What follows belongs to an exercise in optimizing a design on an open flow for small area, a short achievable clock period and few clock cycles; a production flow would make more cautious choices.
Only simulation tests tie the RTL to the original design; equivalence was not proved.
Power is estimated from default activity; no workload was simulated.

`flow/run.sh`:
```
#!/bin/bash
# synth_recipe.tcl (not shown) runs the flow's synth.tcl, then flattens the netlist and writes it again
# the make line also repeats each setting of config.mk as NAME=value (left out here)
make -C /OpenROAD-flow-scripts/flow DESIGN_CONFIG=/design/flow/config.mk WORK_HOME=/design/flow/orfs CLKGATE_MAP_FILE= SYNTH_SCRIPT=/design/flow/synth_recipe.tcl finish
```
`flow/config.mk`:
```
export PLATFORM = sky130hd
export DESIGN_NAME = qser
export DESIGN_NICKNAME = qser
export VERILOG_FILES = /design/flow/design.v
export SDC_FILE = /design/flow/constraint.sdc
export NUM_CORES = 4
export LEC_CHECK = 0
export CAP_MARGIN = 20
export CORE_MARGIN = 2
export CORE_UTILIZATION = 40
export SLEW_MARGIN = 20
```
`flow/design.v`:
```
module qser (
    input  wire        clk,
    input  wire        rst,
    input  wire        req_valid,
    output wire        req_ready,
    input  wire [3:0]  req_op,
    input  wire [1:0]  req_gain,
    input  wire [1:0]  req_pol,
    input  wire [1:0]  req_addr,
    input  wire [1:0]  req_param,
    input  wire [31:0] req_a0,
    input  wire [31:0] req_a1,
    input  wire [31:0] req_a2,
    input  wire [31:0] req_a3,
    input  wire [31:0] req_a4,
    input  wire [15:0] req_r0,
    input  wire [15:0] req_r1,
    output wire        tx_valid,
    output wire [7:0]  tx_data,
    input  wire        tx_ready,
    output wire        rsp_valid,
    output wire [2:0]  rsp_kind,
    output wire [3:0]  rsp_reason
);
    localparam [3:0] OP_DAC_INIT  = 4'h3;
    localparam [3:0] OP_DAC_WRITE = 4'h4;
    localparam [3:0] OP_DDS_TONE  = 4'h5;
    localparam [3:0] OP_DDS_RAMP  = 4'h6;
    localparam [3:0] OP_DDS_LOAD  = 4'h7;
    localparam [3:0] OP_DDS_RESET = 4'h8;
    localparam [3:0] OP_DDS_ROFF  = 4'h9;
    localparam [2:0] K_OK       = 3'd0;
    localparam [2:0] K_RANGE    = 3'd1;
    localparam [2:0] K_RAMP     = 3'd2;
    localparam [2:0] K_GAIN     = 3'd4;
    localparam [2:0] K_PARAM    = 3'd5;
    localparam [2:0] K_REFUSED  = 3'd6;
    localparam [3:0] R_VALUE     = 4'd1;
    localparam [3:0] R_REFERENCE = 4'd2;
    localparam [3:0] R_START     = 4'd1;
    localparam [3:0] R_INC       = 4'd2;
    localparam [3:0] R_DEC       = 4'd3;
    localparam [3:0] R_GAIN      = 4'd1;
    localparam [3:0] R_POLARITY  = 4'd2;
    localparam [3:0] R_ADDRESS   = 4'd3;
    localparam [3:0] R_RAMPPARAM = 4'd4;
    localparam [1:0] P_FREQ  = 2'd0;
    localparam [1:0] P_PHASE = 2'd1;
    localparam [31:0] PHASE_FS = 32'd360000;    
    localparam [31:0] REF_MIN  = 32'd2000000;   
    localparam [31:0] REF_MAX  = 32'd3000000;   
    localparam [2:0] S_IDLE   = 3'd0;
    localparam [2:0] S_CHECK  = 3'd1;
    localparam [2:0] S_PHASE  = 3'd2;
    localparam [2:0] S_DIV    = 3'd3;
    localparam [2:0] S_EMIT   = 3'd4;
    localparam [2:0] S_BCD    = 3'd5;
    localparam [2:0] S_DIGIT  = 3'd6;
    localparam [2:0] S_RSP    = 3'd7;
    reg [2:0]  state;
    reg [3:0]  op;
    reg [1:0]  gain, pol, addr, param;
    reg [31:0] a0, a1, a2, a3, a4;
    reg [15:0] r0, r1;
    reg [2:0]  kind_q;
    reg [3:0]  reason_q;
    reg [31:0] prem;        
    reg [3:0]  pcnt;        
    reg [31:0] phase_red;   
    reg [1:0]  job;         
    reg        div_busy;
    reg [32:0] rem;
    reg [31:0] quo;
    reg [5:0]  dcnt;
    reg [31:0] fld0, fld1, fld2, fld3, fld4, fld5;
    reg [4:0]  tok;         
    reg [31:0] bin;         
    reg [39:0] bcd;         
    reg [5:0]  bcnt;
    reg [3:0]  dig;         
    reg [6:0] kn;
    reg [4:0] kd;
    always @(*) begin
        case (gain)
            2'd0:    begin kn = 7'd2;   kd = 5'd1;  end
            2'd1:    begin kn = 7'd4;   kd = 5'd1;  end
            default: begin kn = 7'd108; kd = 5'd25; end
        endcase
    end
    wire signed [39:0] dac_v   = $signed(a0) * $signed({1'b0, kd});    
    wire signed [39:0] dac_fs  = $signed({1'b0, a1}) * $signed({1'b0, kn});  
    wire               dac_bip = (pol == 2'd1);
    wire               dac_in_range = dac_bip ? (dac_v >= -dac_fs && dac_v <= dac_fs)
                                              : (dac_v >= 0 && dac_v <= dac_fs);
    wire signed [39:0] dac_n   = dac_bip ? (dac_v + dac_fs) : dac_v;
    wire signed [39:0] dac_d   = dac_bip ? (dac_fs + dac_fs) : dac_fs;
    wire [31:0] span = a1 - a0;   
    wire [31:0] ramp_fs = (param == P_PHASE) ? PHASE_FS : a4;
    reg [2:0] chk_kind;
    reg [3:0] chk_reason;
    always @(*) begin
        chk_kind   = K_OK;
        chk_reason = 4'd0;
        case (op)
            OP_DAC_INIT: begin
                if (gain == 2'd3) begin
                    chk_kind = K_GAIN;  chk_reason = R_GAIN;
                end else if (pol[1]) begin
                    chk_kind = K_PARAM; chk_reason = R_POLARITY;
                end
            end
            OP_DAC_WRITE: begin
                if (addr == 2'd3) begin
                    chk_kind = K_PARAM; chk_reason = R_ADDRESS;
                end else if (gain == 2'd3) begin
                    chk_kind = K_GAIN;  chk_reason = R_GAIN;
                end else if (pol[1]) begin
                    chk_kind = K_PARAM; chk_reason = R_POLARITY;
                end else if (a1 < REF_MIN || a1 > REF_MAX) begin
                    chk_kind = K_RANGE; chk_reason = R_REFERENCE;
                end else if (!dac_in_range) begin
                    chk_kind = K_RANGE; chk_reason = R_VALUE;
                end
            end
            OP_DDS_TONE: begin
                if (a1 == 32'd0 || a4 == 32'd0) begin
                    chk_kind = K_RANGE; chk_reason = R_REFERENCE;
                end else if (a0 > a1 || a3 > a4) begin
                    chk_kind = K_RANGE; chk_reason = R_VALUE;
                end
            end
            OP_DDS_RAMP: begin
                if (param == 2'd3) begin
                    chk_kind = K_PARAM; chk_reason = R_RAMPPARAM;
                end else if (a0 >= a1) begin
                    chk_kind = K_RAMP;  chk_reason = R_START;
                end else if (a3 > span) begin
                    chk_kind = K_RAMP;  chk_reason = R_INC;
                end else if (a2 > span) begin
                    chk_kind = K_RAMP;  chk_reason = R_DEC;
                end else if (param != P_PHASE && a4 == 32'd0) begin
                    chk_kind = K_RANGE; chk_reason = R_REFERENCE;
                end else if (a0 > ramp_fs || a1 > ramp_fs || a2 > ramp_fs || a3 > ramp_fs) begin
                    chk_kind = K_RANGE; chk_reason = R_VALUE;
                end
            end
            OP_DDS_LOAD, OP_DDS_RESET, OP_DDS_ROFF: begin
            end
            default: begin
                chk_kind = K_REFUSED; chk_reason = 4'd0;
            end
        endcase
    end
    reg [31:0] job_n, job_d;
    reg [5:0]  job_bits;
    reg        job_last;
    always @(*) begin
        job_n    = 32'd0;
        job_d    = 32'd1;
        job_bits = 6'd1;
        job_last = 1'b1;
        case (op)
            OP_DAC_WRITE: begin
                job_n = dac_n[31:0]; job_d = dac_d[31:0]; job_bits = 6'd14;
            end
            OP_DDS_TONE: begin
                job_last = (job == 2'd2);
                case (job)
                    2'd0:    begin job_n = a0;        job_d = a1;       job_bits = 6'd14; end
                    2'd1:    begin job_n = phase_red; job_d = PHASE_FS; job_bits = 6'd16; end
                    default: begin job_n = a3;        job_d = a4;       job_bits = 6'd32; end
                endcase
            end
            OP_DDS_RAMP: begin
                job_last = (job == 2'd3);
                job_d    = ramp_fs;
                case (param)
                    P_FREQ:  job_bits = 6'd32;
                    P_PHASE: job_bits = 6'd16;
                    default: job_bits = 6'd14;
                endcase
                case (job)
                    2'd0:    job_n = a0;
                    2'd1:    job_n = a1;
                    2'd2:    job_n = a2;
                    default: job_n = a3;
                endcase
            end
            default: begin
            end
        endcase
    end
    wire [31:0] job_max = (job_bits == 6'd32) ? 32'hFFFFFFFF : ((32'd1 << job_bits) - 32'd1);
    wire [32:0] rem2     = {rem[31:0], 1'b0};
    wire        rem_fits = (rem2 >= {1'b0, job_d});
    wire [32:0] rem_next = rem_fits ? (rem2 - {1'b0, job_d}) : rem2;
    task store_word(input [1:0] j, input [31:0] w);
        begin
            case (op)
                OP_DAC_WRITE: fld0 <= {w[29:0], 2'b00};    
                default: begin
                    case (j)
                        2'd0:    fld0 <= w;
                        2'd1:    fld1 <= w;
                        2'd2:    fld2 <= w;
                        default: fld3 <= w;
                    endcase
                end
            endcase
        end
    endtask
    wire [31:0] pstep      = PHASE_FS << pcnt;
    wire        pstep_fits = (prem >= pstep);
    localparam [1:0] T_LIT = 2'd0;
    localparam [1:0] T_FLD = 2'd1;
    localparam [1:0] T_END = 2'd2;
    reg [7:0] pol_code, gain_code, addr_code, param_code;
    always @(*) begin
        pol_code   = pol[0] ? "b" : "u";
        case (gain)
            2'd0:    gain_code = "1";
            2'd1:    gain_code = "2";
            default: gain_code = "3";
        endcase
        case (addr)
            2'd0:    addr_code = "a";
            2'd1:    addr_code = "b";
            default: addr_code = "c";
        endcase
        case (param)
            P_FREQ:  param_code = "f";
            P_PHASE: param_code = "p";
            default: param_code = "a";
        endcase
    end
    reg [1:0] tk_type;
    reg [7:0] tk_byte;
    reg [2:0] tk_fld;
    task lit(input [7:0] b);
        begin tk_type = T_LIT; tk_byte = b; end
    endtask
    task fld(input [2:0] f);
        begin tk_type = T_FLD; tk_fld = f; end
    endtask
    always @(*) begin
        tk_type = T_END;
        tk_byte = 8'h00;
        tk_fld  = 3'd0;
        case (op)
            OP_DAC_INIT:
                case (tok)
                    5'd0: lit("D");
                    5'd1: lit("s");
                    5'd2: lit(pol_code);
                    5'd3: lit(gain_code);
                    5'd4: lit("!");
                    default: ;
                endcase
            OP_DAC_WRITE:
                case (tok)
                    5'd0: lit("D");
                    5'd1: lit("w");
                    5'd2: lit(addr_code);
                    5'd3: fld(3'd0);
                    5'd4: lit("!");
                    default: ;
                endcase
            OP_DDS_TONE:
                case (tok)
                    5'd0: lit("d");
                    5'd1: lit("p");
                    5'd2: fld(3'd0);
                    5'd3: lit(",");
                    5'd4: fld(3'd1);
                    5'd5: lit(",");
                    5'd6: fld(3'd2);
                    5'd7: lit("!");
                    default: ;
                endcase
            OP_DDS_RAMP:
                case (tok)
                    5'd0:  lit("d");
                    5'd1:  lit("o");
                    5'd2:  lit("s");
                    5'd3:  lit(param_code);
                    5'd4:  lit("!");
                    5'd5:  lit("d");
                    5'd6:  lit("o");
                    5'd7:  lit("p");
                    5'd8:  lit(param_code);
                    5'd9:  fld(3'd0);
                    5'd10: lit(",");
                    5'd11: fld(3'd1);
                    5'd12: lit(",");
                    5'd13: fld(3'd2);
                    5'd14: lit(",");
                    5'd15: fld(3'd3);
                    5'd16: lit(",");
                    5'd17: fld(3'd4);
                    5'd18: lit(",");
                    5'd19: fld(3'd5);
                    5'd20: lit("!");
                    default: ;
                endcase
            OP_DDS_LOAD:
                case (tok)
                    5'd0: lit("d");
                    5'd1: lit("l");
                    5'd2: lit("!");
                    default: ;
                endcase
            OP_DDS_RESET:
                case (tok)
                    5'd0: lit("d");
                    5'd1: lit("r");
                    5'd2: lit("!");
                    default: ;
                endcase
            OP_DDS_ROFF:
                case (tok)
                    5'd0: lit("d");
                    5'd1: lit("o");
                    5'd2: lit("x");
                    5'd3: lit("!");
                    default: ;
                endcase
            default: ;
        endcase
    end
    reg [31:0] fld_val;
    always @(*) begin
        case (tk_fld)
            3'd0:    fld_val = fld0;
            3'd1:    fld_val = fld1;
            3'd2:    fld_val = fld2;
            3'd3:    fld_val = fld3;
            3'd4:    fld_val = fld4;
            default: fld_val = fld5;
        endcase
    end
    reg [39:0] bcd_adj;
    integer i;
    always @(*) begin
        for (i = 0; i < 10; i = i + 1) begin
            if (bcd[4*i +: 4] >= 4'd5)
                bcd_adj[4*i +: 4] = bcd[4*i +: 4] + 4'd3;
            else
                bcd_adj[4*i +: 4] = bcd[4*i +: 4];
        end
    end
    wire [39:0] bcd_next = {bcd_adj[38:0], bin[31]};
    reg [3:0] top_dig;
    always @(*) begin
        top_dig = 4'd0;
        for (i = 0; i < 10; i = i + 1)
            if (bcd_next[4*i +: 4] != 4'd0)
                top_dig = i[3:0];
    end
    wire [3:0] cur_digit = bcd[4*dig +: 4];
    always @(posedge clk) begin
        if (rst) begin
            state    <= S_IDLE;
            kind_q   <= K_OK;
            reason_q <= 4'd0;
            div_busy <= 1'b0;
        end else begin
            case (state)
                S_IDLE: begin
                    if (req_valid) begin
                        op    <= req_op;
                        gain  <= req_gain;
                        pol   <= req_pol;
                        addr  <= req_addr;
                        param <= req_param;
                        a0    <= req_a0;
                        a1    <= req_a1;
                        a2    <= req_a2;
                        a3    <= req_a3;
                        a4    <= req_a4;
                        r0    <= req_r0;
                        r1    <= req_r1;
                        state <= S_CHECK;
                    end
                end
                S_CHECK: begin
                    kind_q   <= chk_kind;
                    reason_q <= chk_reason;
                    job      <= 2'd0;
                    div_busy <= 1'b0;
                    tok      <= 5'd0;
                    fld4     <= {16'd0, r0};
                    fld5     <= {16'd0, r1};
                    if (chk_kind != K_OK) begin
                        state <= S_RSP;
                    end else if (op == OP_DDS_TONE) begin
                        prem  <= a2[31] ? (32'd0 - a2) : a2;
                        pcnt  <= 4'd12;
                        state <= S_PHASE;
                    end else if (op == OP_DAC_WRITE || op == OP_DDS_RAMP) begin
                        state <= S_DIV;
                    end else begin
                        state <= S_EMIT;
                    end
                end
                S_PHASE: begin
                    if (pstep_fits)
                        prem <= prem - pstep;
                    if (pcnt == 4'd0) begin
                        if (a2[31] && (pstep_fits ? (prem - pstep) : prem) != 32'd0)
                            phase_red <= PHASE_FS - (pstep_fits ? (prem - pstep) : prem);
                        else
                            phase_red <= pstep_fits ? (prem - pstep) : prem;
                        state <= S_DIV;
                    end else begin
                        pcnt <= pcnt - 4'd1;
                    end
                end
                S_DIV: begin
                    if (!div_busy) begin
                        if (job_n == job_d) begin
                            store_word(job, job_max);
                            if (job_last)
                                state <= S_EMIT;
                            else
                                job <= job + 2'd1;
                        end else begin
                            rem      <= {1'b0, job_n};
                            quo      <= 32'd0;
                            dcnt     <= job_bits;
                            div_busy <= 1'b1;
                        end
                    end else begin
                        rem  <= rem_next;
                        quo  <= {quo[30:0], rem_fits};
                        dcnt <= dcnt - 6'd1;
                        if (dcnt == 6'd1) begin
                            div_busy <= 1'b0;
                            store_word(job, {quo[30:0], rem_fits});
                            if (job_last)
                                state <= S_EMIT;
                            else
                                job <= job + 2'd1;
                        end
                    end
                end
                S_EMIT: begin
                    case (tk_type)
                        T_LIT: begin
                            if (tx_ready)
                                tok <= tok + 5'd1;
                        end
                        T_FLD: begin
                            bin   <= fld_val;
                            bcd   <= 40'd0;
                            bcnt  <= 6'd32;
                            state <= S_BCD;
                        end
                        default: begin
                            state <= S_RSP;
                        end
                    endcase
                end
                S_BCD: begin
                    bcd  <= bcd_next;
                    bin  <= {bin[30:0], 1'b0};
                    bcnt <= bcnt - 6'd1;
                    if (bcnt == 6'd1) begin
                        dig   <= top_dig;
                        state <= S_DIGIT;
                    end
                end
                S_DIGIT: begin
                    if (tx_ready) begin
                        if (dig == 4'd0) begin
                            tok   <= tok + 5'd1;
                            state <= S_EMIT;
                        end else begin
                            dig <= dig - 4'd1;
                        end
                    end
                end
                S_RSP: begin
                    state <= S_IDLE;
                end
                default: state <= S_IDLE;
            endcase
        end
    end
    assign req_ready  = (state == S_IDLE);
    assign tx_valid   = (state == S_EMIT && tk_type == T_LIT) || (state == S_DIGIT);
    assign tx_data    = (state == S_DIGIT) ? {4'h3, cur_digit} : tk_byte;
    assign rsp_valid  = (state == S_RSP);
    assign rsp_kind   = kind_q;
    assign rsp_reason = reason_q;
endmodule
```
`flow/constraint.sdc`:
```
create_clock -name core_clock -period 10.0 [get_ports {clk}]
set_input_delay 2.0000 -clock core_clock [delete_from_list [all_inputs] [get_ports {clk}]]
set_output_delay 2.0000 -clock core_clock [all_outputs]
set_load 0.01 [all_outputs]
```
==> notes.md <==
* Tot GR Track Use at 0.275
* Die outline width at 374 um
* Total clock buffers created by CTS at 75
* Final number of hold-violating endpoints at 0
* DRC at 0
* Combined area of the multi-input logic cells at 34,500 sq um
* CTS Buffer Depth at 3
* Layout Cell Area excl Fill at 62,600 sq um
* Number of warnings issued by yosys at 1
* Power per unit of standard cell area at 294 nW/um^2
* CP max stage cell: sky130_fd_sc_hd__or4b_1
* Slew at the pin closest to its max-slew limit at 1.20 ns
* Placed Instance Area at 59,700 sq um
* Worst Setup Path Type: reg2reg
* Sequential cell area at 18,100 sq um
* Fraction of registers with async set or reset after synthesis at 0
* Kind of start point of the critical path: flip-flop
* Iteration-0 DRC Markers at 5,299
* # setup viols final at 0
* Half-perimeter wire length after placement at 156,000 um
* Distinct cell type count after synthesis at 109
* Setup skew after layout at 0.0638 ns
* Wire length of the first global-routing pass at 291,000 um
* Max-slew headroom at the worst pin at 0.199
* DRT Wirelength at 198,000 um
* Required time of the critical path at 10.41 ns
* Final-stage net count at 7,039
* Worst-case vdd ir drop at 0.000221 V
* Count of input and output buffers at 223
* Number of cells in the design after placement at 7,745
* Maximum fanout encountered on the critical timing path at 26
* Effective utilization at floorplan at 0.404
* H-tree depth reported by CTS at 3
* Netlist Area Pre-Place at 54,800 sq um
* Router iterations before antenna repair at 8
* Fmax achieved at 0.104 GHz
* Biggest cell delay along the critical path at 0.54 ns
* Largest area contributor in the synthesized netlist: sky130_fd_sc_hd__edfxtp_1
* Post-DR wirelength/cell at 25.1 um
* GP Congestion at 1.00
* Clk slew on worst S/H paths at 0.06 ns
* Post-synth EDFFs at 590
* Post-synth top cells: sky130_fd_sc_hd__ha_1, sky130_fd_sc_hd__edfxtp_1, sky130_fd_sc_hd__nand2_1
* Mean area per synthesized cell at 9.40 sq um
* Count of clock tree sinks at 609
* Largest net degree at the start of global routing at 73
* Share of the clock period used by the worst path at 0.961
* Leakage dissipation at 0.0257 uW
* Post-synthesis register bit count at 609
* Non-filler instance count after layout at 7,891
* Number of core rows at 135
* Initial antenna violation count at 9
* Post-Route Setup TNS at 0 ns
* Kind of end point of the critical path: flip-flop
* Most frequent cell after synthesis: sky130_fd_sc_hd__ha_1
* Placeable Area at 136,000 sq um
* Clock tree from TritonCTS: done
* Ratio of cells with drive above 1 in the final layout at 0.0724
* Arrival time of the worst setup path at 10.02 ns
* Final Max Slew Viols at 0
* Vias after detailed routing at 48,000
* Result of the run: complete, no violations
* Gr ovfl total at 0
* Count of fill cells added during filler insertion at 12,900
* Leading cell types by total area after synthesis: sky130_fd_sc_hd__edfxtp_1, sky130_fd_sc_hd__ha_1, sky130_fd_sc_hd__fa_1
* Final critical delay including setup and external delays at 9.61 ns
* RSZ-0062 raised after global routing: false
* Instance count of the mapped netlist at 5,829
* Top Ports at 226
* Root Buffer: sky130_fd_sc_hd__clkbuf_16
* Area fraction of the dominant cell type after synthesis at 0.323
* Share of the yosys chip area belonging to registers at 0.330
* Area of the die at 140,000 sq um
* Final antenna-violating net count at 0
* Via count of the first global-routing pass at 46,000
* Clock latency on the worst-skew pair at 0.71 ns
* Die span in y at 374 um
* # Max-Cap Violations at 0
* Total design power at 18,400 uW
* Area growth from synthesis to layout at 14.2%
* Detail-routed via count per cell at 6.08
* Class of the most critical hold timing path: reg2reg
* Prevailing post-synth register cell: sky130_fd_sc_hd__edfxtp_1
-- placed cells by master (no fill, tap or decap), types with 67 or more instances in the layout --
master                            instances
sky130_fd_sc_hd__nand3_1                 90
sky130_fd_sc_hd__fa_1                   108
sky130_fd_sc_hd__o21a_1                  67
sky130_fd_sc_hd__a21oi_1                396
sky130_fd_sc_hd__nor2_1                 407
sky130_fd_sc_hd__xor2_1                 111
sky130_fd_sc_hd__clkdlybuf4s50_1        223
sky130_fd_sc_hd__a21o_1                 157
sky130_fd_sc_hd__buf_4                  146
sky130_fd_sc_hd__o21ai_0                349
sky130_fd_sc_hd__edfxtp_1               590
sky130_fd_sc_hd__nor3_1                 120
sky130_fd_sc_hd__ha_1                   673
sky130_fd_sc_hd__clkbuf_16               77
sky130_fd_sc_hd__inv_1                  403
sky130_fd_sc_hd__and2_1                 141
sky130_fd_sc_hd__a211oi_1                79
sky130_fd_sc_hd__nand4_1                 89
sky130_fd_sc_hd__nand2_1                470
sky130_fd_sc_hd__xnor2_1                165
sky130_fd_sc_hd__mux2i_1                101
sky130_fd_sc_hd__nor2b_1                 91
-- state kept, by name, summed over array words and instances (netlist names), 16 cells and up, named ones only --
register,flops
r1,16
fld3,32
a1,32
prem,32
fld0,32
fld4,16
phase_red,32
a2,32
a4,32
fld1,32
bin,32
a0,32
rem,32
bcd,40
quo,31
a3,32
r0,16
fld2,32
fld5,16
-- routing by layer --
layer  vias to the layer above  part of all wire  wire (um)  global-route usage
met1                     23400              0.44      86700               0.387
met5                         -           0.00031         61                   0
li1                      22000                 -          -                   -
met3                       368             0.086      17000              0.0444
met4                         8             0.040       7990               0.105
met2                      2146              0.44      86200               0.421
-- final timing paths --
kind | from | to | slack (ns) | cells after the start
max | gain[1] | prem[3] | 0.39 | 41
min | r0[15] | fld4[15] | 0.41 | 0
max reg2reg | gain[1] | prem[3] | 0.39 | 41
min reg2reg | r0[15] | fld4[15] | 0.41 | 0
-- per-stage QoR --
stage / util / hold slack (ns) / setup slack (ns)
after global routing: 0.461 / 0.422 / 0.00646
after global placement: 0.440 / 0.401 / 0.227
after floorplan: - / 0.400 / 0.0212
after CTS: 0.460 / 0.407 / 0.0912
after detailed placement: 0.440 / 0.405 / 0.0293
final: 0.461 / 0.411 / 0.391
-- cells by family (layout without fill, tap and decap cells) --
kind of cell               Yosys count  after routing  synth area share
AOI/OAI and AO/OA                 1607           1607             0.194
xor gates and xnor gates           280            280            0.0450
adders and majority gates          785            785             0.194
buffers and inverters              654            933            0.0459
DFF                                609            609             0.330
muxes                              136            136            0.0306
other                                1              3         0.0000685
and+or+nand+nor                   1757           1757             0.160
-- area by class of cell --
cell class / instances / area share
inverter: 412 / 0.0247
clock buffer: 83 / 0.0305
sequential: 609 / 0.289
timing repair buffer: 381 / 0.0570
clock inverter: 57 / 0.0122
multi-input combinational: 4567 / 0.551
antenna: 1 / 0.0000400
tap: 1781 / 0.0356
-- report_power, final --
part,total (uW),internal [uW],switching [uW]
Clock,2960,1720,1240
Sequential,3550,3180,374
Combinational,11900,4600,7270
-- repair_timing --
item / CTS / global route
resized for setup: 1 / 25
gates cloned: 0 / 2
pin swaps: 0 / 3
buffers inserted: 0 / 3
setup endpoints to repair: 16 / 37
hold buffers: 0 / 0
-- critical path, delay by kind of cell (launching register included) --
family	cells	cell delay, ns
fa+ha+maj	6	2.26
buf+inv	7	1.18
flops	1	0.48
simple gates	16	3.19
xor+xnor	2	0.35
compound gates	10	1.80
Testbench counts, summed over its fixed seeds: cycles 330,196.

-- separate check: timing with driven ports --
The results above use ideal ports. As a check the final layout listed here was re-extracted and re-timed, cells and wires unchanged. Step 1 (the two cells are an assumption about what drives the block):
set clk [get_ports {clk}]
set_driving_cell -lib_cell sky130_fd_sc_hd__clkbuf_16 $clk
set_driving_cell -lib_cell sky130_fd_sc_hd__buf_2 [delete_from_list [all_inputs] $clk]
Step 2 also shifts input and output timing later by t, the mid clock arrival at the registers, as if the neighbouring blocks saw the same clock. Three values: no drivers, after step 1, after step 2; two values: the first two.
t, ns: 0.768
setup slack, ns: 0.391 / 0.391 / 0.391
worst hold slack (ns): 0.411 / 0.411 / 0.411
After both steps this run still meets setup and hold. The setup slack of this run moves by 0.000 ns with the drivers and by 0.000 ns with both steps.
